What follows belongs to an exercise in optimizing a design on an open flow for small area, a short achievable clock period and few clock cycles per item; a production flow would make more cautious choices.
Function was checked by simulation only, so behaviour that the tests miss may differ from the original.
No run shown here takes its clock network from TritonCTS; it comes from the design's own scripts or RTL.
The flow treats the clock pin as an ideal source. Dropping or thinning the clock tree relies on that and would not hold on a real chip.

==> flow/design.v, too long to show whole: its modules and the start of the top module <==
// module uac_rx: 1035 lines
module uac_rx (
    input  wire        clk,
    input  wire        rst,           
    input  wire        in_valid,
    output wire        in_ready,
    input  wire [15:0] in_sample,     
    output reg         frame_done,
    output wire        det,
    output reg         ev_valid,
    output wire [11:0] ev_word
);
  // ...
==> flow/flow/run.sh <==
#!/bin/bash
# The standard layout (standard.sh) with four changes to how it is made;
# the design, constraints and clock period are unchanged:
#  - synthesis skips Yosys's early generic ABC pass (SYNTH_ARGS=-noabc), so the
#    generated full-adder tree keeps its structure; registers are unchanged;
#  - port buffers are buf_2 cells instead of the default (a slow delay buffer);
#  - the clock tree is built by flow/man_cts.tcl (run as the CTS step's PRE
#    hook): the clock port drives four clkbuf_16, one per quarter of the
#    flip-flops, each driving two clkbuf_16 leaves, instead of TritonCTS's tree;
#  - timing repair aims for 18.4 ns of setup slack instead of 0.
# Every tool's output is in standard.log and in orfs/logs.
set -euo pipefail
export SYNTH_ARGS="-noabc"
export BUFFER_PORTS_ARGS="-buffer_cell sky130_fd_sc_hd__buf_2"
export PRE_CTS_TCL="$PWD/flow/man_cts.tcl"
export SETUP_SLACK_MARGIN=18.4
bash standard.sh > standard.log 2>&1
==> flow/flow/man_cts.tcl <==
set buf_master [[ord::get_db] findMaster sky130_fd_sc_hd__clkbuf_16]
set block [ord::get_db_block]
set clk_net [$block findNet clk]
set sinks {}
foreach it [$clk_net getITerms] {
  set inst [$it getInst]
  set box [$inst getBBox]
  lappend sinks [list $it [expr {([$box xMin] + [$box xMax]) / 2}] [expr {([$box yMin] + [$box yMax]) / 2}]]
}
puts "flow/man_cts.tcl: [llength $sinks] clock sinks"
proc split2 { items idx } {
  set s [lsort -integer -index $idx $items]
  set h [expr {[llength $s] / 2}]
  return [list [lrange $s 0 [expr {$h - 1}]] [lrange $s $h end]]
}
proc bbox_center { items } {
  set x0 1e12; set x1 -1e12; set y0 1e12; set y1 -1e12
  foreach s $items {
    set x [lindex $s 1]; set y [lindex $s 2]
    if {$x < $x0} { set x0 $x }
    if {$x > $x1} { set x1 $x }
    if {$y < $y0} { set y0 $y }
    if {$y > $y1} { set y1 $y }
  }
  return [list [expr {int(($x0 + $x1) / 2)}] [expr {int(($y0 + $y1) / 2)}]]
}
proc add_buf { block master name net_in net_out_name xy } {
  set bi [odb::dbInst_create $block $master $name]
  $bi setLocation [lindex $xy 0] [lindex $xy 1]
  $bi setPlacementStatus PLACED
  set nn [odb::dbNet_create $block $net_out_name]
  $nn setSigType CLOCK
  [$bi findITerm A] connect $net_in
  [$bi findITerm X] connect $nn
  return $nn
}
set quarters {}
foreach half [split2 $sinks 1] {
  foreach q [split2 $half 2] { lappend quarters $q }
}
set qi 0
foreach q $quarters {
  set n1 [add_buf $block $buf_master "clkbuf_man_$qi" $clk_net "clknet_man_$qi" [bbox_center $q]]
  set li 0
  foreach leaf [split2 $q 1] {
    set n2 [add_buf $block $buf_master "clkbuf_man_${qi}_$li" $n1 "clknet_man_${qi}_$li" [bbox_center $leaf]]
    foreach s $leaf {
      set it [lindex $s 0]
      $it disconnect
      $it connect $n2
    }
    puts "flow/man_cts.tcl: clkbuf_man_${qi}_$li drives [llength $leaf] clock pins"
    incr li
  }
  incr qi
}
set_propagated_clock [all_clocks]
# the tree is built: make the flow's TritonCTS call a no-op
rename clock_tree_synthesis ""
proc clock_tree_synthesis { args } {
  puts "flow/man_cts.tcl: clock tree built by hand, TritonCTS skipped"
}
==> flow/standard.sh <==
#!/bin/bash
# synth_recipe.tcl (not shown) runs the flow's synth.tcl, then flattens the netlist and writes it again
# the make line also repeats each setting of config.mk as NAME=value (left out here)
make -C /OpenROAD-flow-scripts/flow DESIGN_CONFIG=/design/flow/config.mk WORK_HOME=/design/flow/orfs CLKGATE_MAP_FILE= SYNTH_SCRIPT=/design/flow/synth_recipe.tcl "${@:-finish}"
==> flow/config.mk <==
export PLATFORM = sky130hd
export DESIGN_NAME = uac_rx
export DESIGN_NICKNAME = uac_rx
export VERILOG_FILES = /design/flow/design.v
export SDC_FILE = /design/flow/constraint.sdc
export NUM_CORES = 4
export LEC_CHECK = 0
export CAP_MARGIN = 20
export CORE_MARGIN = 2
export CORE_UTILIZATION = 55
export SLEW_MARGIN = 20
==> flow/constraint.sdc <==
create_clock -name core_clock -period 24.0 [get_ports {clk}]
set_input_delay 4.8000 -clock core_clock [delete_from_list [all_inputs] [get_ports {clk}]]
set_output_delay 4.8000 -clock core_clock [all_outputs]
set_load 0.01 [all_outputs]
==> results.txt, run 1 <==
- Clock transition at path regs: 60 ps
- Slew headroom: 40.6%
- Biggest regs: s1 (23), s2 (23), acc (14)
- # nets final: 1436
- Top class by area: multi-input combinational cells
- Setup bufs post-CTS: 0
- Layout cells sized above 1: 10.6%
- Most common cell after layout, fill and taps aside: nor2_1
- Mux share of post-synthesis cell area: 8.16%
- Synth Area per Inst: 9.28 sq um
- Crit path cell chain: buf_2
- Critical Path Source: pending[0]
- Synthesized area: 11300 sq um
- Met2 WL: 13.4 mm
- CP Launch Type: flip-flop
- #MultiIn Comb: 930
- Fill cells: 1818
- Critical path arrival: 760 ps
- Seq area share: 20.8%
- DRT Pass-1 Iters: 6
- Area contributors post-synth: fa_1 23%, dfxtp_1 18%, ha_1 9.0%, mux2i_1 5.7%, nor2_1 4.6%
- Largest net degree at the start of global routing: 67
- Critical-path top delay cell: dfxtp_1
- Status: finished clean
- # placed instances: 1445
Testbench counts, summed over its fixed seeds: cycles 2,465,950, frames 2,400.
==> run 2, diff against run 1 <==
--- a/flow/flow/run.sh
+++ b/flow/flow/run.sh
@@ -5,8 +5,9 @@
 #    generated full-adder tree keeps its structure; registers are unchanged;
 #  - port buffers are buf_2 cells instead of the default (a slow delay buffer);
 #  - the clock tree is built by flow/man_cts.tcl (run as the CTS step's PRE
-#    hook): the clock port drives four clkbuf_16, one per quarter of the
-#    flip-flops, each driving two clkbuf_16 leaves, instead of TritonCTS's tree;
+#    hook): the clock port drives four clkbuf_8, one per compact quarter of
+#    the flip-flops, each driving two clkbuf_16 leaves, instead of TritonCTS's
+#    tree;
 #  - timing repair aims for 18.4 ns of setup slack instead of 0.
 # Every tool's output is in standard.log and in orfs/logs.
 set -euo pipefail
==> flow/flow/man_cts.tcl (replaced) <==
set buf_master [[ord::get_db] findMaster sky130_fd_sc_hd__clkbuf_16]
set top_master [[ord::get_db] findMaster sky130_fd_sc_hd__clkbuf_8]
set block [ord::get_db_block]
set clk_net [$block findNet clk]
set its {}
set xs {}
set ys {}
foreach it [$clk_net getITerms] {
  set box [[$it getInst] getBBox]
  lappend its $it
  lappend xs [expr {([$box xMin] + [$box xMax]) / 2.0}]
  lappend ys [expr {([$box yMin] + [$box yMax]) / 2.0}]
}
set n [llength $its]
set k 4
set cap [expr {int(ceil(double($n) / $k))}]
puts "flow/man_cts.tcl: $n clock sinks"
# initial centres: the quadrant centres of the sinks' bounding box
set x0 [tcl::mathfunc::min {*}$xs]
set x1 [tcl::mathfunc::max {*}$xs]
set y0 [tcl::mathfunc::min {*}$ys]
set y1 [tcl::mathfunc::max {*}$ys]
set cx [list [expr {$x0 + ($x1 - $x0) / 4}] [expr {$x0 + ($x1 - $x0) / 4}] \
             [expr {$x0 + 3 * ($x1 - $x0) / 4}] [expr {$x0 + 3 * ($x1 - $x0) / 4}]]
set cy [list [expr {$y0 + ($y1 - $y0) / 4}] [expr {$y0 + 3 * ($y1 - $y0) / 4}] \
             [expr {$y0 + ($y1 - $y0) / 4}] [expr {$y0 + 3 * ($y1 - $y0) / 4}]]
for {set iter 0} {$iter < 30} {incr iter} {
  set pairs {}
  for {set i 0} {$i < $n} {incr i} {
    for {set j 0} {$j < $k} {incr j} {
      set d [expr {abs([lindex $xs $i] - [lindex $cx $j]) + abs([lindex $ys $i] - [lindex $cy $j])}]
      lappend pairs [list $d $i $j]
    }
  }
  set pairs [lsort -real -index 0 $pairs]
  array unset asg
  set cnt [lrepeat $k 0]
  foreach p $pairs {
    lassign $p d i j
    if {[info exists asg($i)] || [lindex $cnt $j] >= $cap} { continue }
    set asg($i) $j
    lset cnt $j [expr {[lindex $cnt $j] + 1}]
  }
  set sx [lrepeat $k 0.0]
  set sy [lrepeat $k 0.0]
  for {set i 0} {$i < $n} {incr i} {
    set j $asg($i)
    lset sx $j [expr {[lindex $sx $j] + [lindex $xs $i]}]
    lset sy $j [expr {[lindex $sy $j] + [lindex $ys $i]}]
  }
  for {set j 0} {$j < $k} {incr j} {
    lset cx $j [expr {[lindex $sx $j] / [lindex $cnt $j]}]
    lset cy $j [expr {[lindex $sy $j] / [lindex $cnt $j]}]
  }
}
proc bbox_of { pts } {
  set x0 1e12; set x1 -1e12; set y0 1e12; set y1 -1e12
  foreach p $pts {
    lassign $p it x y
    if {$x < $x0} { set x0 $x }
    if {$x > $x1} { set x1 $x }
    if {$y < $y0} { set y0 $y }
    if {$y > $y1} { set y1 $y }
  }
  return [list $x0 $y0 $x1 $y1]
}
proc add_buf { block master name net_in net_out_name box } {
  lassign $box x0 y0 x1 y1
  set bi [odb::dbInst_create $block $master $name]
  $bi setLocation [expr {int(($x0 + $x1) / 2)}] [expr {int(($y0 + $y1) / 2)}]
  $bi setPlacementStatus PLACED
  set nn [odb::dbNet_create $block $net_out_name]
  $nn setSigType CLOCK
  [$bi findITerm A] connect $net_in
  [$bi findITerm X] connect $nn
  return $nn
}
for {set j 0} {$j < $k} {incr j} {
  set pts {}
  for {set i 0} {$i < $n} {incr i} {
    if {$asg($i) == $j} { lappend pts [list [lindex $its $i] [lindex $xs $i] [lindex $ys $i]] }
  }
  set box [bbox_of $pts]
  set n1 [add_buf $block $top_master "clkbuf_man_$j" $clk_net "clknet_man_$j" $box]
  lassign $box x0 y0 x1 y1
  set idx [expr {($x1 - $x0) >= ($y1 - $y0) ? 1 : 2}]
  set pts [lsort -real -index $idx $pts]
  set h [expr {[llength $pts] / 2}]
  set li 0
  foreach leaf [list [lrange $pts 0 [expr {$h - 1}]] [lrange $pts $h end]] {
    set n2 [add_buf $block $buf_master "clkbuf_man_${j}_$li" $n1 "clknet_man_${j}_$li" [bbox_of $leaf]]
    foreach p $leaf {
      set it [lindex $p 0]
      $it disconnect
      $it connect $n2
    }
    puts "flow/man_cts.tcl: clkbuf_man_${j}_$li drives [llength $leaf] clock pins"
    incr li
  }
}
set_propagated_clock [all_clocks]
# the tree is built: make the flow's TritonCTS call a no-op
rename clock_tree_synthesis ""
proc clock_tree_synthesis { args } {
  puts "flow/man_cts.tcl: clock tree built by hand, TritonCTS skipped"
}
==> run 2 against run 1 <==
Effect of this change:
- worst hold slack improved by 0.66 ps
- cell area fell by 0.88%
- area after synthesis did not move
- fmax fell by 0.27%
- register-to-register slack got worse by 100 ps
- die area did not move
- clock skew rose by 23 ps
- first-iteration DRC count fell by 13%
- setup slack got worse by 15 ps
==> results.txt, run 2 <==
- Slew @ Worst Pin: 874 ps
- #FFs+latches synth: 117
- Post-route setup TNS: 0 ps
- Final setup viols: 0
- Initial antenna violation count: 0
- Final Skew: 48.6 ps
- DRC: 0
- Synth Area in Simple Gates: 14.5%
- Core Area: 20200 sq um
- Final WL: 27.6 mm
- Yosys Warn Count: 1
- Dpl hpwl: 20.1 mm
- CP top delay family: flip-flops
- IO buf count: 29
- Critical Path Sink Type: primary output
- Mux share of post-synthesis cell area: 8.16% (unchanged)
- Top_reg_cell synth: dfxtp_1
- Post-synth top area share: 23.2%
- Diode count: 0
- Tmin final: 5570 ps
- Starting Density: 56.0%
- Die Wd: 147 microns
- Die area: 21700 sq um
- Post-synthesis adder-cell area fraction: 32.2%
- # placed instances: 1445 (unchanged)
- Routability cong.: 0.869
- Vias/cell: 5.71
- Xor/xnor cell area share of the yosys netlist: 4.37%
- Critical path arrival: 770 ps (about the same)
- Register area share after synthesis: 21.9%
- Required @ worst endpoint: 19200 ps
- Setup Crit Path Kind: reg -> out
- GRT Util Overall: 25.8%
- Post-Syn Instances: 1217
- Vias: 8395
- Crit path cell chain: buf_2
- Max cap viols: 0
- Slew headroom: 41.7% (+1.1 points)
- Number of global-route vias before repair: 8451
- Layout cells sized above 1: 10.0% (-0.63 points)
- Critical-path maximum fanout: 3
- Synth cell types: 69
- Largest net degree at the start of global routing: 67 (unchanged)
- Worst path max stage delay: 360 ps
- Most frequent cells in the layout: 137 x nor2_1, 131 x fa_1, 100 x nand2_1, 87 x dfxtp_1, 86 x inv_1
- Main combinational cell family by area after synthesis: adder cells
- Count leader, synth: nor2_1
- Area growth syn-to-layout: 6.13%
- Number of synthesized flops with an enable pin: 13
- DIE HEIGHT: 147 microns
- Grt total ovfl: 0
- ANT nets after route: 0
- Synth top cells by count: 137 x nor2_1, 131 x fa_1, 104 x dfxtp_1
- Drt wl/cell: 18.8 microns
- Status: finished clean
- HP Class: reg -> reg
- CP bufs+invs: 1
- Most common cell after layout, fill and taps aside: nor2_1
- Tcrit/Tclk final: 23.2%
- Async SR Flop Fraction: 0%
- Synth Area per Inst: 9.28 sq um (unchanged)
- DRT Pass-1 Iters: 5 (-1)
- Synthesized area: 11300 sq um (unchanged)
- First-pass GRT wire length: 45.1 mm
- Initial DRC count: 406
- CP Launch Type: flip-flop
- Final Non-Filler Cells: 1469
- Critical-path top delay cell: dfxtp_1
- Ports: 35
- Max-slew violations: 0
- Biggest regs: s1 (23), s2 (23), acc (14)
- Hold_buf cts: 0
- Largest area contributor in the netlist: fa_1
- # nets final: 1432 (-0.28%)
- Cell Rows: 52
- Compound-cell area share of the yosys netlist: 12.9%
- F_max: 179 MHz
- Clock latency (worst-skew pair): 310 ps
- RSZ-0062 raised after global routing: yes
- Area contributors post-synth: fa_1 23%, dfxtp_1 18%, ha_1 9.0%, mux2i_1 5.7%, nor2_1 4.6%
- Hold Fails Final Rpt: 0
- Clock transition at path regs: 60 ps (about the same)
run 2: changes by cell type in the layout (fill, tap and decap cells not counted), sizes merged:
cell	previous run	this run
buf	51	48
clkbuf	15	14
run 2: path summary, 6_finish.rpt:
path	from	end	slack, ps	depth (start not counted)
max	pending[0]	ev_word[0]	18430	1
min	pending[7]	pending[7]	450	2
max reg2reg	s1[11]	s1[19]	18490	17
min reg2reg	pending[7]	pending[7]	450	2
run 2: kinds of logic (layout without fill, tap and decap cells):
logic type	count (synthesis)	count (layout)
and+or+nand+nor	360	360
other	1	2
adders and majority gates	212	212
muxes	83	83
buffers and inverters	171	152
AOI/OAI and AO/OA	219	219
DFF	117	117
xor gates and xnor gates	54	54
run 2: layout make-up:
| class | count | area [sq um] |
|---|---|---|
| timing repair buffer | 50 | 368 |
| timing repair inverter | 1 | 7.51 |
| multi-input combinational | 930 | 8180 |
| buffer | 12 | 255 |
| tap | 270 | 338 |
| sequential | 117 | 2500 |
| inverter | 89 | 342 |
| fill | 1843 | 8180 |
run 2: stage by stage:
step / area [sq um] / hold WS, ps / utilization (%) / setup slack, ps
2_1_floorplan: 11300 / 432 / - / 18410
3_3_place_gp: 11500 / 441 / 57.1 / 18130
3_5_place_dp: 11500 / 443 / 57.2 / 18150
4_1_cts: 11800 / 444 / 58.6 / 18380
5_1_grt: 12000 / 487 / 59.5 / 18290
6_report: 12000 / 453 / 59.5 / 18430
run 2: per-layer routing:
layer	track usage (%)	vias to the layer above	wire [microns]
met5	0	-	0
met4	4.38	0	507
met3	1.74	33	952
met2	44.8	143	13400
met1	36.3	4132	12700
li1	-	4087	-
run 2: worst register-to-register path, cell delays in order (launching register included):
cell     delay (ps)
dfxtp_2         550
inv_1           160
o21ai_1         260
fa_1            480
fa_1            440
fa_1            540
fa_1            420
ha_1            350
a21oi_1         220
o21ai_0         140
a221o_1         380
and2_4          170
or2_1           290
a21o_2          240
fa_1            380
xnor2_1         140
mux2i_1         130
nor2_1           50
run 2: timing repair:
action                                  in CTS  in global routing
gates cloned                                 0                  3
setup buffers                                0                  9
resized for setup                           13                 22
endpoints found under the setup margin       9                 14
==> run 3, diff against run 2 <==
--- a/flow/config.mk
+++ b/flow/config.mk
@@ -8,4 +8,5 @@
 export CAP_MARGIN = 20
 export CORE_MARGIN = 2
 export CORE_UTILIZATION = 55
+export GPL_TIMING_DRIVEN = 1
 export SLEW_MARGIN = 20
==> run 3 against run 2 <==
Effect of this change:
- die area unchanged
- clock skew unchanged
==> results.txt, run 3 <==
- Routability cong.: 0.869 (unchanged)
- Synth cell types: 69 (unchanged)
- Biggest regs: s1 (23), s2 (23), acc (14)
- Synth Area per Inst: 9.28 sq um (unchanged)
- CP Launch Type: flip-flop
- Count leader, synth: nor2_1
- Vias/cell: 5.71 (unchanged)
- Status: finished clean
- Tmin final: 5570 ps (unchanged)
- Setup Crit Path Kind: reg -> out
- DRT Pass-1 Iters: 5 (unchanged)
- Critical Path Sink Type: primary output
- Most common cell after layout, fill and taps aside: nor2_1
- Critical-path maximum fanout: 3 (unchanged)
- Max-slew violations: 0 (unchanged)
- Starting Density: 56.0% (unchanged)
- Diode count: 0 (unchanged)
- # nets final: 1432 (unchanged)
- Async SR Flop Fraction: 0% (unchanged)
- Critical-path top delay cell: dfxtp_1
- Register area share after synthesis: 21.9% (unchanged)
- DRC: 0 (unchanged)
- Clock transition at path regs: 60 ps (about the same)
- Largest area contributor in the netlist: fa_1
- Vias: 8395 (unchanged)
- Number of global-route vias before repair: 8451 (unchanged)
- Ports: 35 (unchanged)
- Final Skew: 48.6 ps (unchanged)
- Cell Rows: 52 (unchanged)
- Slew @ Worst Pin: 874 ps (unchanged)
- # placed instances: 1445 (unchanged)
- F_max: 179 MHz (unchanged)
- #FFs+latches synth: 117 (unchanged)
- Area contributors post-synth: fa_1 23%, dfxtp_1 18%, ha_1 9.0%, mux2i_1 5.7%, nor2_1 4.6%
- Area growth syn-to-layout: 6.13% (unchanged)
- Die area: 21700 sq um (unchanged)
- Final core utilization: 59.5% (unchanged)
- First-pass GRT wire length: 45.1 mm (unchanged)
- Final WL: 27.6 mm (unchanged)
- Final setup viols: 0 (unchanged)
- Top_reg_cell synth: dfxtp_1
- Post-route setup TNS: 0 ps (unchanged)
- Synthesized area: 11300 sq um (unchanged)
- Drt wl/cell: 18.8 microns (unchanged)
- DIE HEIGHT: 147 microns (unchanged)
- Post-synth top area share: 23.2% (unchanged)
- Clock latency (worst-skew pair): 310 ps (about the same)
- Largest net degree at the start of global routing: 67 (unchanged)
- Max cap viols: 0 (unchanged)
- Register area: 2500 sq um (unchanged)
- Dpl hpwl: 20.1 mm (unchanged)
- Synth top cells by count: 137 x nor2_1, 131 x fa_1, 104 x dfxtp_1
- Tcrit/Tclk final: 23.2% (unchanged)
- Slew headroom: 41.7% (unchanged)
- Initial antenna violation count: 0 (unchanged)
- Hold Fails Final Rpt: 0 (unchanged)
- Core Area: 20200 sq um (unchanged)
- Number of synthesized flops with an enable pin: 13 (unchanged)
- IO buf count: 29 (unchanged)
- ANT nets after route: 0 (unchanged)
- Crit path cell chain: buf_2
- Final Non-Filler Cells: 1469 (unchanged)
- RSZ-0062 raised after global routing: yes
- HP Class: reg -> reg
- Worst path max stage delay: 360 ps (about the same)
- Required @ worst endpoint: 19200 ps (about the same)
- Area of the multi-input gates: 8180 sq um (unchanged)
- Post-Syn Instances: 1217 (unchanged)
- Critical path arrival: 770 ps (about the same)
- Die Wd: 147 microns (unchanged)
- CP top delay family: flip-flops
- Yosys Warn Count: 1 (unchanged)
- Hold_buf cts: 0 (unchanged)
- Layout cells sized above 1: 10.0% (unchanged)
- Grt total ovfl: 0 (unchanged)
- GRT Util Overall: 25.8% (unchanged)
- CP bufs+invs: 1 (unchanged)
- Most frequent cells in the layout: 137 x nor2_1, 131 x fa_1, 100 x nand2_1, 87 x dfxtp_1, 86 x inv_1
- Fill cells: 1843 (unchanged)
- Initial DRC count: 406 (unchanged)
run 3: cell counts after synthesis:
No cell type changed its count.
run 3: cell families (layout without fill, tap and decap cells):
logic type	Yosys count	in the layout	share of synthesized area, %
AO/OA/AOI/OAI	219	219	12.9
XOR/XNOR	54	54	4.37
adder cells (fa/ha/maj)	212	212	32.2
buffers and inverters	171	152	5.91
flip-flops	117	117	21.9
multiplexers	83	83	8.16
other	1	2	0.0332
AND/OR/NAND/NOR	360	360	14.5
run 3: path summary, 6_finish.rpt:
path	start	to	slack, ps	cells past startpoint
worst max-delay path	pending[0]	ev_word[0]	18430	1
worst max register to register	s1[11]	s1[19]	18490	17
worst min register to register	pending[7]	pending[7]	450	2
worst min-delay path	pending[7]	pending[7]	450	2
run 3: metrics by stage:
step	area (sq um)	hold slack (ps)	setup WS [ps]
2_1_floorplan	11300	432	18410
3_3_place_gp	11500	441	18130
3_5_place_dp	11500	443	18150
4_1_cts	11800	444	18380
5_1_grt	12000	487	18290
6_report	12000	453	18430
run 3: area by class of cell:
class,instances,share of cell area [%]
tap,270,2.82
timing repair inverter,1,0.0626
sequential,117,20.8
multi-input combinational,930,68.2
inverter,89,2.85
buffer,12,2.13
timing repair buffer,50,3.07
run 3: what timing repair did:
action | 4_1_cts | 5_1_grt
gates resized for setup | 13 | 22
hold endpoints to repair | 0 | 0
gates cloned | 0 | 3
setup buffers | 0 | 9
setup endpoints to repair | 9 | 14
run 3: metal layers:
layer  global-route usage [%]  up-vias  part of all wire, %  wire (microns)
met4                     4.38        0                  1.8             507
li1                         -     4087                    -               -
met1                     36.3     4132                   46           12700
met3                     1.74       33                  3.5             952
met5                        0        -                    0               0
met2                     44.8      143                   49           13400
==> run 4, diff against run 3 <==
--- a/flow/flow/run.sh
+++ b/flow/flow/run.sh
@@ -8,11 +8,11 @@
 #    hook): the clock port drives four clkbuf_8, one per compact quarter of
 #    the flip-flops, each driving two clkbuf_16 leaves, instead of TritonCTS's
 #    tree;
-#  - timing repair aims for 18.4 ns of setup slack instead of 0.
+#  - timing repair aims for 18.5 ns of setup slack instead of 0.
 # Every tool's output is in standard.log and in orfs/logs.
 set -euo pipefail
 export SYNTH_ARGS="-noabc"
 export BUFFER_PORTS_ARGS="-buffer_cell sky130_fd_sc_hd__buf_2"
 export PRE_CTS_TCL="$PWD/flow/man_cts.tcl"
-export SETUP_SLACK_MARGIN=18.4
+export SETUP_SLACK_MARGIN=18.5
 bash standard.sh > standard.log 2>&1
--- a/flow/config.mk
+++ b/flow/config.mk
@@ -8,5 +8,4 @@
 export CAP_MARGIN = 20
 export CORE_MARGIN = 2
 export CORE_UTILIZATION = 55
-export GPL_TIMING_DRIVEN = 1
 export SLEW_MARGIN = 20
==> run 4 against run 3 <==
Effect of this change:
- worst hold slack improved by 9.0 ps
- cell area rose by 2.5%
- area after synthesis did not move
- synthesized cell count did not move
- critical endpoint is now ev_word[5]
- largest cell class unchanged
==> results.txt, run 4 <==
- Status: finished clean
- DRC: 0 (unchanged)
- Biggest regs: s1 (23), s2 (23), acc (14)
- Synth Area per Inst: 9.28 sq um (unchanged)
- Final setup viols: 0 (unchanged)
- Diode count: 0 (unchanged)
- Slew headroom: 41.1% (-0.63 points)
- Grt total ovfl: 0 (unchanged)
- Largest area contributor in the netlist: fa_1
- Starting Density: 56.0% (unchanged)
- Required @ worst endpoint: 19200 ps (about the same)
- Post-Syn Instances: 1217 (unchanged)
- Ports: 35 (unchanged)
- Vias: 8584 (+2.3%)
- Area contributors post-synth: fa_1 23%, dfxtp_1 18%, ha_1 9.0%, mux2i_1 5.7%, nor2_1 4.6%
- Initial antenna violation count: 0 (unchanged)
- Initial DRC count: 507 (+25%)
- Vias/cell: 5.79 (+1.4%)
- Crit path cell chain: buf_6
- Die area: 21700 sq um (unchanged)
- Routability cong.: 0.873 (+0.39%)
- Core Area: 20200 sq um (unchanged)
- Max-slew violations: 0 (unchanged)
- Tcrit/Tclk final: 23.1% (-0.14 points)
- First-pass GRT wire length: 45.4 mm (+0.78%)
- Setup Crit Path Kind: reg -> out
- Final WL: 28.2 mm (+2.2%)
- Clock latency (worst-skew pair): 300 ps (about the same)
- DRT Pass-1 Iters: 5 (unchanged)
- Slew @ Worst Pin: 884 ps (+9.51 ps)
- ANT nets after route: 0 (unchanged)
- Hold Fails Final Rpt: 0 (unchanged)
- Final Skew: 31.4 ps (-17.3 ps)
- Critical-path maximum fanout: 2 (-1)
- Top_reg_cell synth: dfxtp_1
- Fill cells: 1815 (-1.5%)
- Number of synthesized flops with an enable pin: 13 (unchanged)
- Reg2Reg Setup Slack: 18680 ps (+190 ps)
- Drt wl/cell: 19.0 microns (+1.3%)
- Setup WS pre-CTS: 18130 ps (-12.4 ps)
- Clock transition at path regs: 80 ps (+20 ps)
- Critical path arrival: 740 ps (-30 ps)
- #FFs+latches synth: 117 (unchanged)
- Critical Path Sink Type: primary output
- # nets final: 1445 (+0.91%)
- Die Wd: 147 microns (unchanged)
- RSZ-0062 raised after global routing: yes
- Tmin final: 5540 ps (-33.9 ps)
- Post-synth top area share: 23.2% (unchanged)
- Max cap viols: 0 (unchanged)
- GRT Util Overall: 25.9% (+0.066 points)
- Dpl hpwl: 20.1 mm (about the same)
- Final worst slack: 18460 ps (+33.9 ps)
- Synth cell types: 69 (unchanged)
- F_max: 181 MHz (+0.61%)
- Post-route setup TNS: 0 ps (unchanged)
- Area growth syn-to-layout: 8.75%
- Worst path max stage delay: 330 ps (-30 ps)
- Largest net degree at the start of global routing: 67 (unchanged)
- CP bufs+invs: 1 (unchanged)
- Hold_buf cts: 0 (unchanged)
- Number of global-route vias before repair: 8632 (+2.1%)
- Async SR Flop Fraction: 0% (unchanged)
- IO buf count: 29 (unchanged)
- Synth top cells by count: 137 x nor2_1, 131 x fa_1, 104 x dfxtp_1
- CP top delay family: flip-flops
- Layout cells sized above 1: 13.0% (+2.9 points)
- Cell Rows: 52 (unchanged)
- Most common cell after layout, fill and taps aside: nor2_1
- DIE HEIGHT: 147 microns (unchanged)
- Critical-path top delay cell: dfxtp_2
- Count leader, synth: nor2_1
- Most frequent cells in the layout: 137 x nor2_1, 131 x fa_1, 100 x nand2_1, 86 x inv_1, 78 x ha_1
- HP Class: reg -> reg
- Yosys Warn Count: 1 (unchanged)
- Register area share after synthesis: 21.9% (unchanged)
- CP Launch Type: flip-flop
- Synthesized area: 11300 sq um (unchanged)
## run 4: routing by layer
layer	global-route usage, %	share of wire, %	vias to the layer above
li1	-	-	4108
met1	36.4	45	4281
met2	44.9	49	155
met3	1.30	3.8	40
met4	5.10	2.1	0
met5	0	0	-
## run 4: final cells by class
type                    instances  area, sq um  area share, %
multi-input cells             930         8220           66.9
flip-flops and latches        117         2540           20.6
repair buffers                 64          602           4.90
inverters                      89          342           2.78
well taps                     270          338           2.75
plain buffers                  12          255           2.08
## run 4: through the flow
| step | cells | utilization, % | hold slack, ps | cell area (sq um) |
|---|---|---|---|---|
| final | 1482 | 60.9 | 462 | 12300 |
| after global routing | 1482 | 60.9 | 497 | 12300 |
| after CTS | 1465 | 59.3 | 466 | 12000 |
| after detailed placement | 1444 | 57.1 | 457 | 11500 |
| after global placement | 1443 | 57.1 | 441 | 11500 |
| after floorplan | 1218 | - | 432 | 11300 |
## run 4: cell families after synthesis
group / Yosys count / synth area share (%)
DFF: 117 / 21.9
other: 1 / 0.0332
AOI/OAI and AO/OA: 219 / 12.9
adders and majority gates: 212 / 32.2
and+or+nand+nor: 360 / 14.5
xor gates and xnor gates: 54 / 4.37
muxes: 83 / 8.16
buffers and inverters: 171 / 5.91
## run 4: timing repair
item	4_1_cts	5_1_grt
resized for setup	35	44
setup buffers	9	13
setup endpoints to repair	22	27
gates cloned	0	4
pin swaps	0	2
## run 4: worst paths after layout
check / end / cells after the start / start
max: ev_word[5] / 1 / pending[5]
min: pending[7] / 2 / pending[7]
max reg2reg: s1[19] / 16 / s1[18]
min reg2reg: pending[7] / 2 / pending[7]
==> run 5, diff against run 4 <==
--- a/flow/flow/run.sh
+++ b/flow/flow/run.sh
@@ -8,11 +8,11 @@
 #    hook): the clock port drives four clkbuf_8, one per compact quarter of
 #    the flip-flops, each driving two clkbuf_16 leaves, instead of TritonCTS's
 #    tree;
-#  - timing repair aims for 18.5 ns of setup slack instead of 0.
+#  - timing repair aims for 18.3 ns of setup slack instead of 0.
 # Every tool's output is in standard.log and in orfs/logs.
 set -euo pipefail
 export SYNTH_ARGS="-noabc"
 export BUFFER_PORTS_ARGS="-buffer_cell sky130_fd_sc_hd__buf_2"
 export PRE_CTS_TCL="$PWD/flow/man_cts.tcl"
-export SETUP_SLACK_MARGIN=18.5
+export SETUP_SLACK_MARGIN=18.3
 bash standard.sh > standard.log 2>&1
==> run 5 against run 4 <==
Effect of this change:
- final cell count shrank 0.94%
- still clean on timing, DRC and antenna
- clock skew grew 3.3 ps
- cell area shrank 2.4%
- first-iteration DRC count shrank 20%
- register-to-register slack lost 120 ps
==> results.txt, run 5 <==
- Initial DRC count: 408 (-20%)
- Most frequent cells in the layout: 137 x nor2_1, 131 x fa_1, 100 x nand2_1, 88 x dfxtp_1, 86 x inv_1
- Yosys Warn Count: 1 (unchanged)
- Reg2reg start: lk
- Biggest regs: s1 (23), s2 (23), acc (14)
- Most common cell after layout, fill and taps aside: nor2_1
- Layout cells sized above 1: 9.77% (-3.2 points)
- Final Non-Filler Cells: 1468 (-0.94%)
- Setup Crit Path Kind: reg -> out
- Drt wl/cell: 18.7 microns (-1.6%)
- Critical path arrival: 830 ps (+90 ps)
- Die area: 21700 sq um (unchanged)
- DRC: 0 (unchanged)
- Final worst slack: 18370 ps (-95.1 ps)
- Post-Syn Instances: 1217 (unchanged)
- Synth top cells by count: 137 x nor2_1, 131 x fa_1, 104 x dfxtp_1
- Largest net degree at the start of global routing: 67 (unchanged)
- Area growth syn-to-layout: 6.16%
- Async SR Flop Fraction: 0% (unchanged)
- Slew headroom: 40.1% (-1.0 points)
- Initial antenna violation count: 0 (unchanged)
- Tcrit/Tclk final: 23.5% (+0.40 points)
- Critical path depth in cells: 1 (unchanged)
- GRT Util Overall: 25.5% (-0.37 points)
- # nets final: 1431 (-0.97%)
- Diode count: 0 (unchanged)
- WHS Endpoint: pending[7]
- Critical-path maximum fanout: 4 (+2)
- Final Skew: 34.7 ps (+3.35 ps)
- Synthesized area: 11300 sq um (unchanged)
- Cell Rows: 52 (unchanged)
- Required @ worst endpoint: 19200 ps (about the same)
- Synth cell types: 69 (unchanged)
- Vias/cell: 5.77 (-0.33%)
- IO buf count: 29 (unchanged)
- WHS: 459 ps (-3.70 ps)
- # placed instances: 1445 (+0.069%)
- Max-slew violations: 0 (unchanged)
- Top_reg_cell synth: dfxtp_1
- Number of global-route vias before repair: 8441 (-2.2%)
- Register-to-Register Path Depth: 18 (+2)
- Clock latency (worst-skew pair): 300 ps (about the same)
- Final WL: 27.5 mm (-2.6%)
- #FFs+latches synth: 117 (unchanged)
- Number of synthesized flops with an enable pin: 13 (unchanged)
- Register area share after synthesis: 21.9% (unchanged)
- Worst path max stage delay: 400 ps (+70 ps)
- F_max: 177 MHz (-1.7%)
- Reg2Reg Setup Slack: 18560 ps (-120 ps)
- Critical Path Sink Type: primary output
- Die Wd: 147 microns (unchanged)
- Routability cong.: 0.870 (-0.29%)
- Tmin final: 5630 ps (+95.1 ps)
- Hold_buf cts: 0 (unchanged)
- Dpl hpwl: 19.8 mm (-1.1%)
- CP bufs+invs: 1 (unchanged)
- HP Class: reg -> reg
- Max cap viols: 0 (unchanged)
- Hold path depth: 2 (unchanged)
- First-pass GRT wire length: 44.7 mm (-1.6%)
- DRT Pass-1 Iters: 5 (unchanged)
- Post-route setup TNS: 0 ps (unchanged)
- Synth Area per Inst: 9.28 sq um (unchanged)
- Hold Fails Final Rpt: 0 (unchanged)
- Largest area contributor in the netlist: fa_1
- Status: finished clean
- CP Launch Type: flip-flop
- Grt total ovfl: 0 (unchanged)
- Crit path cell chain: buf_2
- CP top delay family: flip-flops
- Slew @ Worst Pin: 899 ps (+15.1 ps)
- End of the worst register-to-register path: s1[19]
- Critical-path top delay cell: dfxtp_1
- Setup WS pre-CTS: 18150 ps (+21.8 ps)
- HP Start: pending[7]
- Count leader, synth: nor2_1
- Vias: 8475 (-1.3%)
- ANT nets after route: 0 (unchanged)
- Final setup viols: 0 (unchanged)
- Clock transition at path regs: 70 ps (about the same)
- Core Area: 20200 sq um (unchanged)
- Post-synth top area share: 23.2% (unchanged)
- Area contributors post-synth: fa_1 23%, dfxtp_1 18%, ha_1 9.0%, mux2i_1 5.7%, nor2_1 4.6%
- DIE HEIGHT: 147 microns (unchanged)
- RSZ-0062 raised after global routing: no
- Starting Density: 56.0% (unchanged)
- Ports: 35 (unchanged)
run 5: cell counts after synthesis:
No cell type changed its count.
run 5: stage by stage:
| step | instance area, sq um | utilization (%) |
|---|---|---|
| floorplan | 11300 | - |
| global placement | 11500 | 57.1 |
| detailed placement | 11500 | 57.2 |
| CTS | 11800 | 58.5 |
| global route | 12000 | 59.5 |
| finish | 12000 | 59.5 |
run 5: final cells by class:
cell class / instances / area [sq um]
multi-input cells: 930 / 8180
inverters: 89 / 342
fillers: 1843 / 8170
plain buffers: 12 / 255
well taps: 270 / 338
flip-flops and latches: 117 / 2500
repair inverters: 1 / 5.00
repair buffers: 49 / 377
run 5: worst max-delay path by stage:
| stage | from | to | slack (ps) |
|---|---|---|---|
| after floorplan | lkn | s1[19] | 18320 |
| after global placement | lk | s1[19] | 18130 |
| after detailed placement | lk | s1[19] | 18150 |
| after CTS | s1[6] | s1[19] | 18310 |
| after global routing | lk | s1[19] | 18280 |
| final | win[0] | det | 18370 |
run 5: kinds of logic after synthesis:
logic type / after synthesis / share of synthesized area (%)
AOI/OAI and AO/OA: 219 / 12.9
xor gates and xnor gates: 54 / 4.37
adders and majority gates: 212 / 32.2
buffers and inverters: 171 / 5.91
DFF: 117 / 21.9
muxes: 83 / 8.16
other: 1 / 0.0332
and+or+nand+nor: 360 / 14.5
run 5: per-layer routing:
| metal | up-vias | wire (microns) | global-route usage, % |
|---|---|---|---|
| met3 | 32 | 1170 | 1.89 |
| met5 | - | 0 | 0 |
| li1 | 4093 | - | - |
| met2 | 153 | 13100 | 44.5 |
| met1 | 4197 | 12600 | 35.5 |
| met4 | 0 | 527 | 4.47 |
run 5: timing repair:
| item | 4_1_cts | 5_1_grt |
|---|---|---|
| setup endpoints to repair | 5 | 9 |
| setup buffers | 0 | 7 |
| gates cloned | 0 | 4 |
| resized for setup | 5 | 27 |
==> run 6, diff against run 5 <==
==> flow/flow/run.sh (replaced) <==
#!/bin/bash
set -euo pipefail
export SYNTH_ARGS="-noabc"
export BUFFER_PORTS_ARGS="-buffer_cell sky130_fd_sc_hd__buf_2"
export PRE_CTS_TCL="$PWD/flow/man_cts.tcl"
export SETUP_SLACK_MARGIN=18.4
bash standard.sh > standard.log 2>&1
--- a/flow/config.mk
+++ b/flow/config.mk
@@ -5,6 +5,7 @@
 export SDC_FILE = /design/flow/constraint.sdc
 export NUM_CORES = 4
 export LEC_CHECK = 0
+export ABC_AREA = 1
 export CAP_MARGIN = 20
 export CORE_MARGIN = 2
 export CORE_UTILIZATION = 55
==> run 6 against run 5 <==
Effect of this change:
- clock skew is 5.6 ps lower
- die area is 0.57% higher
- sequential cell count stayed put
- final cell count is 15% higher
- setup slack better by 63 ps
- fmax is 1.1% higher
- via count is 13% higher
- highest routed layer unchanged
==> results.txt, run 6 <==
- IO buf count: 29 (unchanged)
- Final WL: 31.0 mm (+13%)
- Reg2reg start: lk
- Final core utilization: 59.1% (-0.41 points)
- DRC: 0 (unchanged)
- Max cap viols: 0 (unchanged)
- CP top delay family: flip-flops
- Core Area: 20200 sq um (+0.32%)
- Required @ worst endpoint: 19200 ps (about the same)
- First-pass GRT wire length: 50.0 mm (+12%)
- Post-synth top area share: 23.1% (-0.14 points)
- Synth Area per Inst: 7.93 sq um (-15%)
- F_max: 179 MHz (+1.1%)
- Worst path max stage delay: 350 ps (-50 ps)
- Critical path arrival: 770 ps (-60 ps)
- Slew @ Worst Pin: 1040 ps (+142 ps)
- Final Non-Filler Cells: 1695 (+15%)
- # placed instances: 1680 (+16%)
- Register-to-Register Path Depth: 22 (+4)
- Die Wd: 148 microns (+0.29%)
- # nets final: 1658 (+16%)
- Reg2Reg Setup Slack: 18740 ps (+180 ps)
- Routability cong.: 0.902 (+3.6%)
- Grt total ovfl: 0 (unchanged)
- Critical Path Sink Type: primary output
- Synth top cells by count: 290 x nand2_1, 188 x inv_1, 131 x fa_1
- Hold_buf cts: 0 (unchanged)
- RSZ-0062 raised after global routing: yes
- Diode count: 0 (unchanged)
- Status: finished clean
- Top_reg_cell synth: dfxtp_1
- Critical-path top delay cell: dfxtp_4
- Vias/cell: 5.66 (-2.0%)
- Tmin final: 5570 ps (-63.0 ps)
- Largest area contributor in the netlist: fa_1
- Slew headroom: 30.3% (-9.7 points)
- Drt wl/cell: 18.3 microns (-2.3%)
- Most frequent cells in the layout: 288 x nand2_1, 188 x inv_1, 131 x fa_1, 122 x o21ai_0, 119 x a21oi_1
- #FFs+latches synth: 117 (unchanged)
- Synth cell types: 52 (-25%)
- CP Launch Type: flip-flop
- HP Start: pending[7]
- HP Class: reg -> reg
- Tcrit/Tclk final: 23.2% (-0.26 points)
- ANT nets after route: 0 (unchanged)
- Post-route setup TNS: 0 ps (unchanged)
- Synthesized area: 11400 sq um (+0.59%)
- Setup Crit Path Kind: reg -> out
- Dpl hpwl: 23.4 mm (+18%)
- Clock latency (worst-skew pair): 300 ps (about the same)
- Biggest regs: s1 (23), s2 (23), acc (14)
- Initial antenna violation count: 0 (unchanged)
- Async SR Flop Fraction: 0% (unchanged)
- Largest net degree at the start of global routing: 72 (+7.5%)
- Critical-path maximum fanout: 4 (unchanged)
- Number of synthesized flops with an enable pin: 13 (unchanged)
- Max-slew violations: 0 (unchanged)
- Final setup viols: 0 (unchanged)
- Area contributors post-synth: fa_1 23%, dfxtp_1 18%, nand2_1 9.6%, ha_1 8.9%, inv_1 6.2%
- Count leader, synth: nand2_1
- WHS Endpoint: pending[7]
- Cell Rows: 52 (unchanged)
- DIE HEIGHT: 148 microns (+0.29%)
- Number of global-route vias before repair: 9380 (+11%)
- Yosys Warn Count: 1 (unchanged)
- DRT Pass-1 Iters: 6 (+1)
- Starting Density: 56.2% (+0.15 points)
- Die area: 21800 sq um (+0.57%)
- Initial DRC count: 701 (+72%)
- Register area share after synthesis: 21.8% (-0.13 points)
- Area growth syn-to-layout: 5.15%
- Layout cells sized above 1: 6.74% (-3.0 points)
- Hold path depth: 2 (unchanged)
- Vias: 9589 (+13%)
- Ports: 35 (unchanged)
- CP bufs+invs: 1 (unchanged)
- Most common cell after layout, fill and taps aside: nand2_1
- End of the worst register-to-register path: s1[19]
- Hold Fails Final Rpt: 0 (unchanged)
- Crit path cell chain: buf_2
- GRT Util Overall: 29.0% (+3.5 points)
- Clock transition at path regs: 70 ps (about the same)
- Final Skew: 29.1 ps (-5.64 ps)
- Post-Syn Instances: 1434 (+18%)
[run 6: what timing repair did]
action,4_1_cts,5_1_grt
gates cloned,0,2
pin swaps,0,2
setup endpoints to repair,12,18
gates resized for setup,9,15
setup buffers,1,0
[run 6: final cells by class]
cell class | count | area (sq um)
Sequential cell | 117 | 2490
Tap cell | 270 | 338
Timing Repair Buffer | 40 | 288
Buffer | 12 | 255
Fill cell | 1923 | 8280
Multi-Input combinational cell | 1059 | 7830
Inverter | 197 | 743
[run 6: logic make-up (layout without fill, tap and decap cells)]
family	after synthesis	after routing	share of synthesized area (%)
flops	117	117	21.8
fa+ha+maj	212	212	32.0
simple gates	515	515	19.7
buf+inv	259	249	9.56
other cells	1	2	0.0330
compound gates	295	295	14.2
xor+xnor	35	35	2.76
[run 6: through the flow]
step	hold slack (ps)	setup slack (ps)	area (sq um)
3_5_place_dp	460	18030	11600
3_3_place_gp	452	18080	11600
6_report	466	18430	12000
2_1_floorplan	451	18690	11400
4_1_cts	471	18400	11900
5_1_grt	490	18370	12000
[run 6: worst max path at each step]
stage	startpoint	endpoint	slack (ps)	depth (start not counted)
after floorplan	rst	rdy	18690	3
after global placement	lk	s1[19]	18080	22
after detailed placement	lk	xr[15]	18030	24
after CTS	lk	s1[18]	18400	19
after global routing	lk	s1[19]	18370	22
final	win[0]	det	18430	1
[run 6: routing by layer]
layer / up-vias / share of wire, % / routed length [microns] / track usage, %
met2: 311 / 46 / 14400 / 48.0
met5: - / 0 / 0 / 0
li1: 4635 / - / - / -
met1: 4572 / 43 / 13200 / 39.8
met4: 0 / 4.3 / 1340 / 9.95
met3: 71 / 6.6 / 2040 / 3.24
==> run 7, diff against run 6 <==
--- a/flow/config.mk
+++ b/flow/config.mk
@@ -5,7 +5,6 @@
 export SDC_FILE = /design/flow/constraint.sdc
 export NUM_CORES = 4
 export LEC_CHECK = 0
-export ABC_AREA = 1
 export CAP_MARGIN = 20
 export CORE_MARGIN = 2
 export CORE_UTILIZATION = 55
==> run 7 against run 6 <==
Effect of this change:
- sequential share of layout area is essentially flat
- core utilization rose by 0.40 points
- synthesized cell count is 15% lower
- die area decreased by 0.57%
- routed wire length is 11% lower
- clock skew up 20 ps
- final cell count fell by 13%
- worst hold slack got worse by 13 ps
- cell area grew 0.35%
- via count is 12% lower
==> results.txt, run 7 <==
- Initial antenna violation count: 0 (unchanged)
- DIE HEIGHT: 147 microns (-0.28%)
- Critical-path maximum fanout: 3 (-1)
- First-pass GRT wire length: 45.1 mm (-9.9%)
- Die Wd: 147 microns (-0.28%)
- #FFs+latches synth: 117 (unchanged)
- Tcrit/Tclk final: 23.2% (about the same)
- CP top delay family: flip-flops
- Post-Syn Instances: 1217 (-15%)
- RSZ-0062 raised after global routing: yes
- Drt wl/cell: 18.8 microns (+2.8%)
- Register area share after synthesis: 21.9% (+0.13 points)
- Diode count: 0 (unchanged)
- Area growth syn-to-layout: 6.13%
- Max cap viols: 0 (unchanged)
- Largest area contributor in the netlist: fa_1
- Final Non-Filler Cells: 1469 (-13%)
- # placed instances: 1445 (-14%)
- Die area: 21700 sq um (-0.57%)
- Setup Crit Path Kind: reg -> out
- Starting Density: 56.0% (-0.15 points)
- Final WL: 27.6 mm (-11%)
- F_max: 179 MHz (about the same)
- Required @ worst endpoint: 19200 ps (about the same)
- DRC: 0 (unchanged)
- Final setup viols: 0 (unchanged)
- Number of synthesized flops with an enable pin: 13 (unchanged)
- Layout cells sized above 1: 10.0% (+3.3 points)
- Crit path cell chain: buf_2
- Largest net degree at the start of global routing: 67 (-6.9%)
- GRT Util Overall: 25.8% (-3.2 points)
- Vias/cell: 5.71 (+1.0%)
- Status: finished clean
- Hold path depth: 2 (unchanged)
- Most frequent cells in the layout: 137 x nor2_1, 131 x fa_1, 100 x nand2_1, 87 x dfxtp_1, 86 x inv_1
- Clock transition at path regs: 60 ps (about the same)
- Core Area: 20200 sq um (-0.32%)
- Dpl hpwl: 20.1 mm (-14%)
- Vias: 8395 (-12%)
- Area contributors post-synth: fa_1 23%, dfxtp_1 18%, ha_1 9.0%, mux2i_1 5.7%, nor2_1 4.6%
- Yosys Warn Count: 1 (unchanged)
- ANT nets after route: 0 (unchanged)
- Synth cell types: 69 (+33%)
- Area of the multi-input gates: 8180 sq um (+4.5%)
- Number of global-route vias before repair: 8451 (-9.9%)
- Critical-path top delay cell: dfxtp_1
- Final Skew: 48.6 ps (+19.6 ps)
- Fill cells: 1843 (-4.2%)
- Synthesized area: 11300 sq um (-0.58%)
- IO buf count: 29 (unchanged)
- Initial DRC count: 406 (-42%)
- Cell Rows: 52 (unchanged)
- Async SR Flop Fraction: 0% (unchanged)
- WHS: 453 ps (-12.8 ps)
- Count leader, synth: nor2_1
- Hold Fails Final Rpt: 0 (unchanged)
- Post-synth top area share: 23.2% (+0.14 points)
- DRT Pass-1 Iters: 5 (-1)
- Routability cong.: 0.869 (-3.6%)
- Register-to-Register Path Depth: 17 (-23%)
- CP bufs+invs: 1 (unchanged)
- Top_reg_cell synth: dfxtp_1
- Critical path depth in cells: 1 (unchanged)
- Biggest regs: s1 (23), s2 (23), acc (14)
- Tmin final: 5570 ps (+1.80 ps)
- Ports: 35 (unchanged)
- Synth top cells by count: 137 x nor2_1, 131 x fa_1, 104 x dfxtp_1
- Most common cell after layout, fill and taps aside: nor2_1
- Register area: 2500 sq um (+0.20%)
- Slew @ Worst Pin: 874 ps (-167 ps)
- Slew headroom: 41.7% (+11 points)
- Critical path arrival: 770 ps (about the same)
- Post-route setup TNS: 0 ps (unchanged)
- Critical Path Sink Type: primary output
- Synth Area per Inst: 9.28 sq um (+17%)
- Clock latency (worst-skew pair): 310 ps (about the same)
- HP Class: reg -> reg
- Max-slew violations: 0 (unchanged)
- Worst path max stage delay: 360 ps (about the same)
- Reg2Reg Setup Slack: 18490 ps (-250 ps)
- Hold_buf cts: 0 (unchanged)
- CP Launch Type: flip-flop
- Grt total ovfl: 0 (unchanged)
- # nets final: 1432 (-14%)
## run 7: cell types whose count changed in the layout (fill, tap and decap cells not counted), sizes merged, moves of 13 or more
cell	delta
a211oi	+33
a21oi	-59
inv	-107
mux2	+13
mux2i	+64
nand2	-196
nand2b	+18
nand3	-55
nand4	-17
nor2	+55
o21ai	-92
xnor2	+32
xor2	-14
## run 7: final cells by class
class | instances | share of cell area [%]
Multi-Input combinational cell | 930 | 68.2
Timing Repair Buffer | 50 | 3.07
Sequential cell | 117 | 20.8
Inverter | 89 | 2.85
Buffer | 12 | 2.13
Tap cell | 270 | 2.82
Timing Repair inverter | 1 | 0.0626
## run 7: per-layer routing
metal | vias to the layer above | GRT usage [%] | wire length (microns)
li1 | 4087 | - | -
met1 | 4132 | 36.3 | 12700
met2 | 143 | 44.8 | 13400
met3 | 33 | 1.74 | 952
met4 | 0 | 4.38 | 507
met5 | - | 0 | 0
## run 7: logic make-up (layout without fill, tap and decap cells)
logic type               after synthesis  in the layout  share of synthesized area, %
AND/OR/NAND/NOR                      360            360                          14.5
AO/OA/AOI/OAI                        219            219                          12.9
adder cells (fa/ha/maj)              212            212                          32.2
buffers and inverters                171            152                          5.91
flip-flops                           117            117                          21.9
multiplexers                          83             83                          8.16
XOR/XNOR                              54             54                          4.37
other                                  1              2                        0.0332
## run 7: final timing paths
kind              startpoint          to
setup / recovery  pending[0]  ev_word[0]
setup reg to reg      s1[11]      s1[19]
hold reg to reg   pending[7]  pending[7]
hold / removal    pending[7]  pending[7]
## run 7: what timing repair did
item / in CTS / in global routing
setup buffers: 0 / 9
resized for setup: 13 / 22
setup endpoints to repair: 9 / 14
cloned: 0 / 3
## run 7: stage by stage
stage / setup slack [ps] / cell area (sq um) / utilization [%]
after floorplan: 18410 / 11300 / -
after global routing: 18290 / 12000 / 59.5
after CTS: 18380 / 11800 / 58.6
after global placement: 18130 / 11500 / 57.1
final: 18430 / 12000 / 59.5
after detailed placement: 18150 / 11500 / 57.2
==> run 8, diff against run 7 <==
--- a/flow/config.mk
+++ b/flow/config.mk
@@ -8,4 +8,5 @@
 export CAP_MARGIN = 20
 export CORE_MARGIN = 2
 export CORE_UTILIZATION = 55
+export PLACE_DENSITY = 0.8
 export SLEW_MARGIN = 20
==> run 8 against run 7 <==
Effect of this change:
- area after synthesis unchanged
- clock skew is 20 ps lower
- fmax about the same
- setup slack better by 0.70 ps
- final cell count shrank 0.14%
- worst hold slack worse by 4.5 ps
- synthesized cell count unchanged
- die area unchanged
==> results.txt, run 8 <==
- Status: finished clean
- Number of global-route vias before repair: 8733 (+3.3%)
- Drt wl/cell: 18.3 microns (-2.3%)
- IO buf count: 29 (unchanged)
- Die area: 21700 sq um (unchanged)
- Register area: 2510 sq um (+0.35%)
- Biggest regs: s1 (23), s2 (23), acc (14)
- Clock latency (worst-skew pair): 290 ps (-20 ps)
- Most frequent cells in the layout: 137 x nor2_1, 131 x fa_1, 101 x nand2_1, 86 x inv_1, 84 x dfxtp_1
- Synth Area per Inst: 9.28 sq um (unchanged)
- Max-slew violations: 0 (unchanged)
- Clock transition at path regs: 70 ps (about the same)
- Critical path arrival: 770 ps (about the same)
- Critical-path maximum fanout: 4 (+1)
- Critical-path top delay cell: dfxtp_4
- Largest area contributor in the netlist: fa_1
- DRT Pass-1 Iters: 5 (unchanged)
- Met3 Wirelength: 1.82 mm (+91%)
- HP Class: reg -> reg
- Final setup viols: 0 (unchanged)
- CP Launch Type: flip-flop
- Synthesized area: 11300 sq um (unchanged)
- DRC: 0 (unchanged)
- Core Area: 20200 sq um (unchanged)
- Grt total ovfl: 0 (unchanged)
- ANT nets after route: 0 (unchanged)
- WHS: 449 ps (-4.45 ps)
- # nets final: 1430 (-0.14%)
- Yosys Warn Count: 1 (unchanged)
- Final WL: 26.9 mm (-2.4%)
- Top_reg_cell synth: dfxtp_1
- Setup Crit Path Kind: reg -> out
- Vias/cell: 5.99 (+4.8%)
- Reg2Reg Setup Slack: 18520 ps (+30 ps)
- Synth cell types: 69 (unchanged)
- Initial DRC count: 650 (+60%)
- Cell Rows: 52 (unchanged)
- Post-route setup TNS: 0 ps (unchanged)
- Starting Density: 56.0% (unchanged)
- CP top delay family: flip-flops
- Critical Path Sink Type: primary output
- GRT Util Overall: 24.4% (-1.4 points)
- Top sig layer: met4
- Max cap viols: 0 (unchanged)
- #FFs+latches synth: 117 (unchanged)
- Hold_buf cts: 0 (unchanged)
- Area of the multi-input gates: 8170 sq um (-0.17%)
- Required @ worst endpoint: 19200 ps (about the same)
- Area growth syn-to-layout: 5.98%
- Count leader, synth: nor2_1
- Diode count: 0 (unchanged)
- Fill cells: 1708 (-7.3%)
- Post-synth top area share: 23.2% (unchanged)
- Largest net degree at the start of global routing: 67 (unchanged)
- Dpl hpwl: 19.6 mm (-2.3%)
- DIE HEIGHT: 147 microns (unchanged)
- Crit path cell chain: buf_2
- Synth top cells by count: 137 x nor2_1, 131 x fa_1, 104 x dfxtp_1
- Ports: 35 (unchanged)
- Register area share after synthesis: 21.9% (unchanged)
- Post-Route M1 WL: 11.2 mm (-12%)
- Vias: 8789 (+4.7%)
- Area contributors post-synth: fa_1 23%, dfxtp_1 18%, ha_1 9.0%, mux2i_1 5.7%, nor2_1 4.6%
- Die Wd: 147 microns (unchanged)
- Final Skew: 28.2 ps (-20.5 ps)
- Initial antenna violation count: 0 (unchanged)
- CP bufs+invs: 1 (unchanged)
- Tmin final: 5570 ps (-0.700 ps)
- Post-Syn Instances: 1217 (unchanged)
- Routability cong.: 0.930 (+6.9%)
- Tcrit/Tclk final: 23.2% (about the same)
- Number of synthesized flops with an enable pin: 13 (unchanged)
- Slew @ Worst Pin: 854 ps (-19.7 ps)
- Met2 WL: 13.2 mm (-1.6%)
- Worst path max stage delay: 360 ps (about the same)
- Async SR Flop Fraction: 0% (unchanged)
- Layout cells sized above 1: 9.86% (-0.15 points)
- Most common cell after layout, fill and taps aside: nor2_1
- Slew headroom: 43.0% (+1.3 points)
- F_max: 179 MHz (about the same)
- First-pass GRT wire length: 43.6 mm (-3.3%)
- RSZ-0062 raised after global routing: yes
- Hold Fails Final Rpt: 0 (unchanged)
[run 8: cell counts after synthesis]
Identical to the previous run, type by type.
[run 8: stage by stage]
stage | instance area (sq um) | std cells | worst slack (ps) | utilization [%]
after floorplan | 11300 | 1218 | 18410 | -
after global placement | 11500 | 1443 | 18240 | 57.1
after detailed placement | 11500 | 1443 | 18180 | 57.1
after CTS | 11800 | 1455 | 18370 | 58.5
after global routing | 12000 | 1467 | 18350 | 59.4
final | 12000 | 1467 | 18430 | 59.4
[run 8: final timing paths]
path / end / cells past startpoint / start
setup reg to reg: s1[19] / 17 / s1[10]
hold / removal: pending[7] / 2 / pending[7]
setup / recovery: det / 1 / win[0]
hold reg to reg: pending[7] / 2 / pending[7]
[run 8: kinds of logic after synthesis]
logic type | after synthesis | share of synthesized area (%)
other cells | 1 | 0.0332
mux | 83 | 8.16
xor+xnor | 54 | 4.37
compound gates | 219 | 12.9
simple gates | 360 | 14.5
buf+inv | 171 | 5.91
fa+ha+maj | 212 | 32.2
flops | 117 | 21.9
[run 8: what timing repair did]
action                     4_1_cts  5_1_grt
setup endpoints to repair        6       13
resized for setup                7       29
buffers inserted                 0       10
gates cloned                     0        2
pin swaps                        0        0
[run 8: area by class of cell]
cell class | instances | share of cell area [%]
inverter | 89 | 2.85
tap | 270 | 2.82
sequential | 117 | 20.9
multi-input combinational | 930 | 68.2
timing repair buffer | 49 | 3.03
buffer | 12 | 2.13
[run 8: metal layers]
layer	GRT usage, %	vias up
met4	5.63	0
met3	2.08	59
li1	-	4083
met2	41.7	339
met1	33.9	4308
met5	0	-
==> run 9, diff against run 8 <==
--- a/flow/config.mk
+++ b/flow/config.mk
@@ -5,6 +5,7 @@
 export SDC_FILE = /design/flow/constraint.sdc
 export NUM_CORES = 4
 export LEC_CHECK = 0
+export ABC_AREA = 1
 export CAP_MARGIN = 20
 export CORE_MARGIN = 2
 export CORE_UTILIZATION = 55
==> run 9 against run 8 <==
Effect of this change:
- fmax shrank 0.12%
- clock skew shrank 3.4 ps
- sequential cell count unchanged
- global-route usage increased by 2.7 points
- core utilization decreased by 0.64 points
- critical path depth is the same
- critical path type unchanged
- highest routed layer unchanged
==> results.txt, run 9 <==
- Synth Area per Inst: 7.93 sq um (-15%)
- Top_reg_cell synth: dfxtp_1
- Final setup viols: 0 (unchanged)
- CP top delay family: flip-flops
- Starting Density: 56.2% (+0.15 points)
- Synth cell types: 52 (-25%)
- Vias/cell: 5.81 (-3.0%)
- GR Util met3: 3.15% (+1.1 points)
- RSZ-0062 raised after global routing: yes
- Die Wd: 148 microns (+0.29%)
- Worst path max stage delay: 360 ps (about the same)
- Drt wl/cell: 17.4 microns (-5.1%)
- Register area share after synthesis: 21.8% (-0.13 points)
- Reg2reg start: s1[11]
- HP Start: pending[7]
- Most used routing layer: met2
- Grt total ovfl: 0 (unchanged)
- # nets final: 1657 (+16%)
- Post-Syn Instances: 1434 (+18%)
- Diode count: 0 (unchanged)
- End of the worst register-to-register path: s1[19]
- IO buf count: 29 (unchanged)
- Area contributors post-synth: fa_1 23%, dfxtp_1 18%, nand2_1 9.6%, ha_1 8.9%, inv_1 6.2%
- Max-slew violations: 0 (unchanged)
- Hold Fails Final Rpt: 0 (unchanged)
- Post-route setup TNS: 0 ps (unchanged)
- # placed instances: 1679 (+16%)
- Crit path cell chain: buf_2
- First-pass GRT wire length: 47.9 mm (+9.9%)
- Tmin final: 5580 ps (+6.50 ps)
- Final Skew: 24.8 ps (-3.40 ps)
- Required @ worst endpoint: 19200 ps (about the same)
- F_max: 179 MHz (-0.12%)
- WHS: 464 ps (+14.7 ps)
- Clock transition at path regs: 70 ps (about the same)
- HP Class: reg -> reg
- WHS Endpoint: pending[7]
- CP Launch Type: flip-flop
- Die area: 21800 sq um (+0.57%)
- Most common cell after layout, fill and taps aside: nand2_1
- Critical path arrival: 780 ps (about the same)
- Synthesized area: 11400 sq um (+0.59%)
- Initial DRC count: 871 (+34%)
- #FFs+latches synth: 117 (unchanged)
- Post-synth top area share: 23.1% (-0.14 points)
- Clock latency (worst-skew pair): 300 ps (about the same)
- Number of synthesized flops with an enable pin: 13 (unchanged)
- Yosys Warn Count: 1 (unchanged)
- Biggest regs: s1 (23), s2 (23), acc (14)
- Tcrit/Tclk final: 23.2% (+0.027 points)
- Cell Rows: 52 (unchanged)
- Status: finished clean
- GRT met2 Usage: 45.6% (+3.9 points)
- DIE HEIGHT: 148 microns (+0.29%)
- Slew headroom: 35.5% (-7.6 points)
- Met1 GRT Util: 35.6% (+1.6 points)
- Count leader, synth: nand2_1
- Vias: 9842 (+12%)
- Final WL: 29.5 mm (+9.6%)
- Largest net degree at the start of global routing: 72 (+7.5%)
- Max cap viols: 0 (unchanged)
- DRC: 0 (unchanged)
[run 9: cell count changes after synthesis, sizes merged, moves of 33 or more]
cell and change:
a211oi -33, a21oi +59, inv +105, mux2i -64, nand2 +196, nand3 +55
nor2 -55, o21ai +92
[run 9: worst max-delay path by stage]
stage / startpoint / endpoint / slack (ps) / cells after the start
after floorplan: rst / rdy / 18690 / 3
after global placement: rdy / in_ready / 18190 / 1
after detailed placement: lkn / s1[19] / 18150 / 20
after CTS: rdy / in_ready / 18240 / 1
after global routing: s1[11] / s1[19] / 18350 / 16
final: pending[6] / ev_word[6] / 18420 / 1
[run 9: final cells by class]
type	count	area [sq um]
Sequential cell	117	2490
Multi-Input combinational cell	1059	7810
Timing Repair Buffer	39	239
Fill cell	1761	8350
Tap cell	270	338
Buffer	12	255
Inverter	197	747
[run 9: what timing repair did]
action / in CTS / in global routing
endpoints found under the setup margin: 7 / 21
gates resized for setup: 4 / 14
hold endpoints to repair: 0 / 0
setup buffers: 1 / 2
[run 9: logic make-up after synthesis]
| family | share of synthesized area, % |
|---|---|
| flip-flops | 21.8 |
| adder cells (fa/ha/maj) | 32.0 |
| AO/OA/AOI/OAI | 14.2 |
| other | 0.0330 |
| XOR/XNOR | 2.76 |
| buffers and inverters | 9.56 |
| AND/OR/NAND/NOR | 19.7 |
[run 9: layer usage]
metal | up-vias | wire length [microns]
met1 | 4665 | 11600
li1 | 4620 | -
met2 | 449 | 14000
met4 | 0 | 1500
met3 | 108 | 2330
met5 | - | 0
[run 9: through the flow]
step | utilization (%) | instance area [sq um] | worst slack (ps)
floorplan | - | 11400 | 18690
global placement | 57.2 | 11600 | 18190
detailed placement | 57.2 | 11600 | 18150
CTS | 58.5 | 11800 | 18240
global route | 58.7 | 11900 | 18350
finish | 58.7 | 11900 | 18420

[afterwards: timing with drivers on the ports]
In the flow no input, the clock included, has a driving cell. The finished layouts below were timed again as built, in two steps. Step 1: set_driving_cell puts a clkbuf_16 on clk and a buf_2 on each other input, an assumption about the parent block. Step 2 moves the port delays by t, midway between the first and last clock arrival at a register: inputs arrive t later, outputs are due t later. That takes back most of the time a late clock gives input paths. Three values: no drivers, after step 1, after step 2; two values: the first two.
run	t (ns)	setup slack, ns	worst setup path after step 2	latest minus earliest clock arrival (ns)	worst data-port slew with drivers (ns)
run 1	0.356	18.442 / 18.354 / 18.301	input to register	0.026 / 0.026	0.03
run 2	0.368	18.427 / 18.349 / 18.251	input to register	0.049 / 0.049	0.03
run 3	0.368	18.427 / 18.349 / 18.251	input to register	0.049 / 0.049	0.03
run 4	0.354	18.461 / 18.393 / 18.311	input to register	0.031 / 0.031	0.03
run 5	0.365	18.366 / 18.287 / 18.299	input to register	0.035 / 0.034	0.03
run 6	0.356	18.429 / 18.358 / 18.369	input to register	0.030 / 0.029	0.03
run 7	0.368	18.427 / 18.349 / 18.251	input to register	0.049 / 0.049	0.03
run 8	0.352	18.428 / 18.354 / 18.266	input to register	0.028 / 0.028	0.03
run 9	0.355	18.421 / 18.352 / 18.415	input to register	0.025 / 0.025	0.03
After both steps every run listed still meets setup and hold.
